This is an optimization exercise on Yosys and OpenROAD, whose aim is small area, a short achievable clock period and few clock cycles, not a production implementation.
Power is estimated from default activity; no workload was simulated.

## sierra
// msr_ring
module msr_ring (
    input  wire        clk,
    input  wire        rst,
    input  wire        cmd_valid,
    output wire        cmd_ready,
    input  wire [1:0]  cmd_op,
    input  wire [15:0] cmd_arg,
    output reg         rsp_valid,
    output reg  [15:0] rsp_data
);
    localparam RING_CAP = 32;
    localparam R        = 2;             
    localparam NSTEP    = 16 / R;
    localparam OP_PUSH  = 2'd0;
    localparam OP_AVG   = 2'd1;
    localparam OP_SLOT  = 2'd2;
    localparam OP_CUR   = 2'd3;
    reg [15:0]   sr [0:RING_CAP-1];      
    reg [4:0]    cur;
    reg          full;                   
    reg [20:0]   sum;                    
    reg          v1;
    reg [1:0]    op1;
    reg [15:0]   arg1;
    reg          push;                   
    reg          ready;
    assign cmd_ready = ready;
    wire accept = cmd_valid & ready & ~rst;
    reg          busy;
    reg [4:0]    rem;
    reg [2:0]    step;
    reg [6:0]    cur3;                   
    integer i;
    wire [4:0]  cur_nx  = cur + {4'd0, push};
    wire        full_nx = full | (push & (cur == 5'd31));
    reg  [3:0]  pos_lo;
    reg  [7:0]  pos_hi;
    wire [4:0]  pos_nx = cur_nx + ~cmd_arg[4:0];
    reg  [15:0] slot_val;
    integer j, k;
    always @* begin
        slot_val = 16'd0;
        for (j = 0; j < 8; j = j + 1)
            for (k = 0; k < 4; k = k + 1)
                slot_val = slot_val | ({16{pos_hi[j] & pos_lo[k]}} & sr[4*j+k]);
    end
    reg  [16:0] delta;
    wire [20:0] sum_nx  = push ? sum + {{4{delta[16]}}, delta} : sum;
    wire [15:0] old_p   = (full | (cur == 5'd31)) ? sr[RING_CAP-2] : 16'd0;
    wire [15:0] old_n   = full ? sr[RING_CAP-1] : 16'd0;
    wire [16:0] delta_p = {1'b0, cmd_arg} - {1'b0, old_p};
    wire [16:0] delta_n = {1'b0, cmd_arg} - {1'b0, old_n};
    wire [6:0]  t  = {rem, sum[15:14]};
    wire [7:0]  e1 = {1'b0, t} - {3'b0, cur};
    wire [7:0]  e2 = {1'b0, t} - {2'b0, cur, 1'b0};
    wire [7:0]  e3 = {1'b0, t} - {1'b0, cur3};
    wire        g1 = ~e1[7];
    wire        g2 = ~e2[7];
    wire        g3 = ~e3[7];
    wire [4:0]  drem = g3 ? e3[4:0] : g2 ? e2[4:0] : g1 ? e1[4:0] : t[4:0];
    wire [1:0]  dq   = {g2, g3 | (g1 & ~g2)};
    always @(posedge clk) begin
        if (push) begin
  ...
For scale: about 1800 cells after synthesis, about 620 flip-flops, roughly 39 I/O pins, ~25000 µm² of cells after synthesis.
clock: 8.0 ns
lec_check: 0
abc_clock_period_in_ps: 3000
cap_margin: 20
core_margin: 2
core_utilization: 40
cts_cluster_diameter: 120
cts_cluster_size: 24
place_density: 0.8
setup_slack_margin: 5
slew_margin: 20
standard.sh (not shown) runs the stock make flow with config.mk's settings and CLKGATE_MAP_FILE= SYNTH_SCRIPT=/design/flow/synth_recipe.tcl, a recipe that flattens the netlist after the stock synthesis.
==> flow/flow/run.sh <==
#!/bin/bash
# Layout flow: the standard flow (standard synthesis included), with the
# port buffers made plain buffers (buf_4) instead of the delay cells that
# buffer_ports otherwise picks. Each step's log stays in orfs/logs; make's
# own output goes to make_flow.log here.
set -euo pipefail
export BUFFER_PORTS_ARGS="-buffer_cell sky130_fd_sc_hd__buf_4"
bash standard.sh > make_flow.log 2>&1
Having completed the whole flow, sierra delivered a layout that passed the timing, DRC and antenna checks.
Inputs modified between sierra and harbor:
# sierra
export LEC_CHECK = 0
export ABC_CLOCK_PERIOD_IN_PS = 3000
export CAP_MARGIN = 20
export CORE_MARGIN = 2
export CORE_UTILIZATION = 40
export CTS_CLUSTER_DIAMETER = 120
export CTS_CLUSTER_SIZE = 24
export PLACE_DENSITY = 0.8
export SETUP_SLACK_MARGIN = 5
export SLEW_MARGIN = 20
create_clock -name core_clock -period 8.0 [get_ports {clk}]
# harbor
export LEC_CHECK = 0
export ABC_CLOCK_PERIOD_IN_PS = 3000
export CAP_MARGIN = 20
export CORE_MARGIN = 2
export CORE_UTILIZATION = 60
export CTS_CLUSTER_DIAMETER = 120
export CTS_CLUSTER_SIZE = 24
export SETUP_SLACK_MARGIN = 5
export SLEW_MARGIN = 20
create_clock -name core_clock -period 8.0 [get_ports {clk}]
Results
For the post-CTS setup-driven buffer insertion count, harbor came in 4 higher than sierra did.
Wire length (harbor over sierra): increase, 3.7%
In the flow results for sierra and harbor, the layout overhead on the synthesized area is smaller on harbor.
| maximum frequency | higher: sierra |
In the metrics for sierra and harbor, the one carrying the higher met1 global-route usage is harbor.
--- input diff harbor..lagoon ---
# harbor
export LEC_CHECK = 0
export ABC_CLOCK_PERIOD_IN_PS = 3000
export CAP_MARGIN = 20
export CORE_MARGIN = 2
export CORE_UTILIZATION = 60
export CTS_CLUSTER_DIAMETER = 120
export CTS_CLUSTER_SIZE = 24
export SETUP_SLACK_MARGIN = 5
export SLEW_MARGIN = 20
create_clock -name core_clock -period 8.0 [get_ports {clk}]
# lagoon
export LEC_CHECK = 0
export ABC_CLOCK_PERIOD_IN_PS = 3000
export CAP_MARGIN = 20
export CORE_MARGIN = 2
export CORE_UTILIZATION = 40
export CTS_BUF_LIST = sky130_fd_sc_hd__clkbuf_8 sky130_fd_sc_hd__clkbuf_16
export CTS_CLUSTER_DIAMETER = 120
export CTS_CLUSTER_SIZE = 24
export SETUP_SLACK_MARGIN = 5
export SLEW_MARGIN = 20
create_clock -name core_clock -period 8.0 [get_ports {clk}]
### Flow results
Global-route wire length before repair grows by a few percent when moving from harbor to lagoon.
Going from harbor to lagoon, global-route total usage across every layer shrinks by 8.9 points.
harbor and lagoon all finish clean.
Between harbor and lagoon, the difference in setup slack is negligible.
Detail-routed via count per cell went down by more than 10% going from harbor to lagoon.
Modified inputs, maple compared to lagoon
# lagoon
export LEC_CHECK = 0
export ABC_CLOCK_PERIOD_IN_PS = 3000
export CAP_MARGIN = 20
export CORE_MARGIN = 2
export CORE_UTILIZATION = 40
export CTS_BUF_LIST = sky130_fd_sc_hd__clkbuf_8 sky130_fd_sc_hd__clkbuf_16
export CTS_CLUSTER_DIAMETER = 120
export CTS_CLUSTER_SIZE = 24
export SETUP_SLACK_MARGIN = 5
export SLEW_MARGIN = 20
create_clock -name core_clock -period 8.0 [get_ports {clk}]
# maple
export LEC_CHECK = 0
export ABC_CLOCK_PERIOD_IN_PS = 3000
export CAP_MARGIN = 20
export CORE_MARGIN = 2
export CORE_UTILIZATION = 40
export CTS_CLUSTER_DIAMETER = 120
export CTS_CLUSTER_SIZE = 24
export SLEW_MARGIN = 20
create_clock -name core_clock -period 8.0 [get_ports {clk}]
-- flow/flow/run.sh --
<<< lagoon, line 4
# buffer_ports otherwise picks. Each step's log stays in orfs/logs; make's
# own output goes to make_flow.log here.
>>> maple, line 4
# buffer_ports otherwise picks, and timing repair aimed at a tighter setup
# margin. Each step's log stays in orfs/logs; make's own output goes to
# make_flow.log here.
<<< lagoon, line 8
>>> maple, line 9
export SETUP_SLACK_MARGIN=5.25
### Flow results
Compared with lagoon, maple improves minimum period implied by the final worst setup slack. Summary: with lagoon as the reference, non-clock buffer count in maple moved up by more than 10%. As far as final number of setup-violating endpoints goes, maple and lagoon are indistinguishable; the numbers are identical. maple gives more buffering overhead than lagoon did. Status: total number of vias parity (lagoon, maple). Delta (maple minus lagoon): routed wire length barely changed; sequential share of layout area went down; filler cell count in the final layout decreased by 22 relative to the old numbers.
No run of this note included a check of the RTL's function; only the layout flow was run.

========
## 02-14
msr_ring again, from the RTL that the note above started with.
## msr_ring
module msr_ring (
    input  wire        clk,
    input  wire        rst,
    input  wire        cmd_valid,
    output wire        cmd_ready,
    input  wire [1:0]  cmd_op,
    input  wire [15:0] cmd_arg,
    output reg         rsp_valid,
    output reg  [15:0] rsp_data
);
    localparam RING_CAP = 32;
    localparam R        = 2;             
    localparam NSTEP    = 16 / R;
    localparam OP_PUSH  = 2'd0;
    localparam OP_AVG   = 2'd1;
    localparam OP_SLOT  = 2'd2;
    localparam OP_CUR   = 2'd3;
    reg [15:0]   sr [0:RING_CAP-1];      
    reg [4:0]    cur;
    reg          full;                   
    reg [20:0]   sum;                    
    reg          v1;
    reg [1:0]    op1;
    reg [15:0]   arg1;
    reg          push;                   
    reg          ready;
    assign cmd_ready = ready;
    wire accept = cmd_valid & ready & ~rst;
    reg          busy;
    reg [4:0]    rem;
    reg [2:0]    step;
  ...
export LEC_CHECK = 0
export ABC_CLOCK_PERIOD_IN_PS = 3000
export CAP_MARGIN = 20
export CORE_MARGIN = 2
export CORE_UTILIZATION = 40
export CTS_CLUSTER_DIAMETER = 80
export CTS_CLUSTER_SIZE = 20
export SETUP_SLACK_MARGIN = 5
export SLEW_MARGIN = 20
create_clock -name core_clock -period 8.0 [get_ports {clk}]
==> flow/flow/run.sh <==
#!/bin/bash
# Layout flow: the standard flow (standard synthesis included), with the
# port buffers made plain buffers (buf_4) instead of the delay cells that
# buffer_ports otherwise picks. Each step's log stays in orfs/logs; make's
# own output goes to make_flow.log here.
set -euo pipefail
export BUFFER_PORTS_ARGS="-buffer_cell sky130_fd_sc_hd__buf_4"
bash standard.sh > make_flow.log 2>&1
Inputs modified between 02-14 and 10-06:
Settings: a change of CTS_CLUSTER_DIAMETER from 80 to 120; a change of CTS_CLUSTER_SIZE from 20 to 24.
For 10-06, the master of the slowest instance on the critical path was sky130_fd_sc_hd__o41a_1, unlike 02-14, where it was sky130_fd_sc_hd__or3_1. Diff 02-14 -> 10-06 | sum of met3 wire segment lengths after detailed routing | up by a few percent. Of the two candidates, 02-14 has the worse final critical-path required period and 10-06 the better one. Diff 02-14 -> 10-06 | cell area after layout | down slightly. 10-06 reports its critical path launch point as cmd_arg[0] while 02-14 reports cmd_arg[1]. 10-06 ends up with higher first-pass iteration count of the detailed router than 02-14 does. The final-layout fill cell count of 02-14 and that of 10-06 are within noise of each other. Re maximum fanout along the worst path: 02-14 and 10-06 aren't equal, and the higher value belongs to 02-14. The via count reported for 10-06 is lower than the one for 02-14. 10-06: share of power burned in registers is 3.1 points higher than what 02-14 reported. Summary of 10-06 over 02-14: final critical-path setup slack up 0.043 ns, first-pass GRT wire length shrank by 1.0%, clock network fraction of design power fell 3.7 points.
No functional check of the RTL was part of any run of this note.

-- re-timing with driven ports --
Ports are ideal in the flow. The routed layouts listed here were re-timed in OpenROAD.
Step 1: set_driving_cell puts a clkbuf_16 on clk and a buf_2 on each other input, an assumption about the parent block.
Step 2 moves the port delays by t, midway between the first and last clock arrival at a register: inputs arrive t later, outputs are due t later. That takes back most of the time a late clock gives input paths.
a / b / c = ideal ports / drivers / drivers and shift; a / b = the first two.
| run | t, ns | slack for setup (ns) | latest minus earliest clock arrival (ns) |
|---|---|---|---|
| sierra | 0.657 | 5.053 / 5.081 / 4.424 | 0.021 / 0.021 |
| harbor | 0.663 | 5.033 / 5.061 / 4.406 | 0.032 / 0.033 |
| lagoon | 0.659 | 5.032 / 5.052 / 4.392 | 0.031 / 0.031 |
| maple | 0.661 | 5.093 / 5.114 / 4.452 | 0.033 / 0.033 |
| 02-14 | 0.632 | 4.994 / 5.018 / 4.386 | 0.022 / 0.022 |
| 10-06 | 0.660 | 5.037 / 5.057 / 4.397 | 0.034 / 0.034 |
After both steps setup and hold are still met in every run listed. For maple, which loses most, drivers alone change the setup slack by +0.021 ns; drivers and shift together by -0.641 ns.
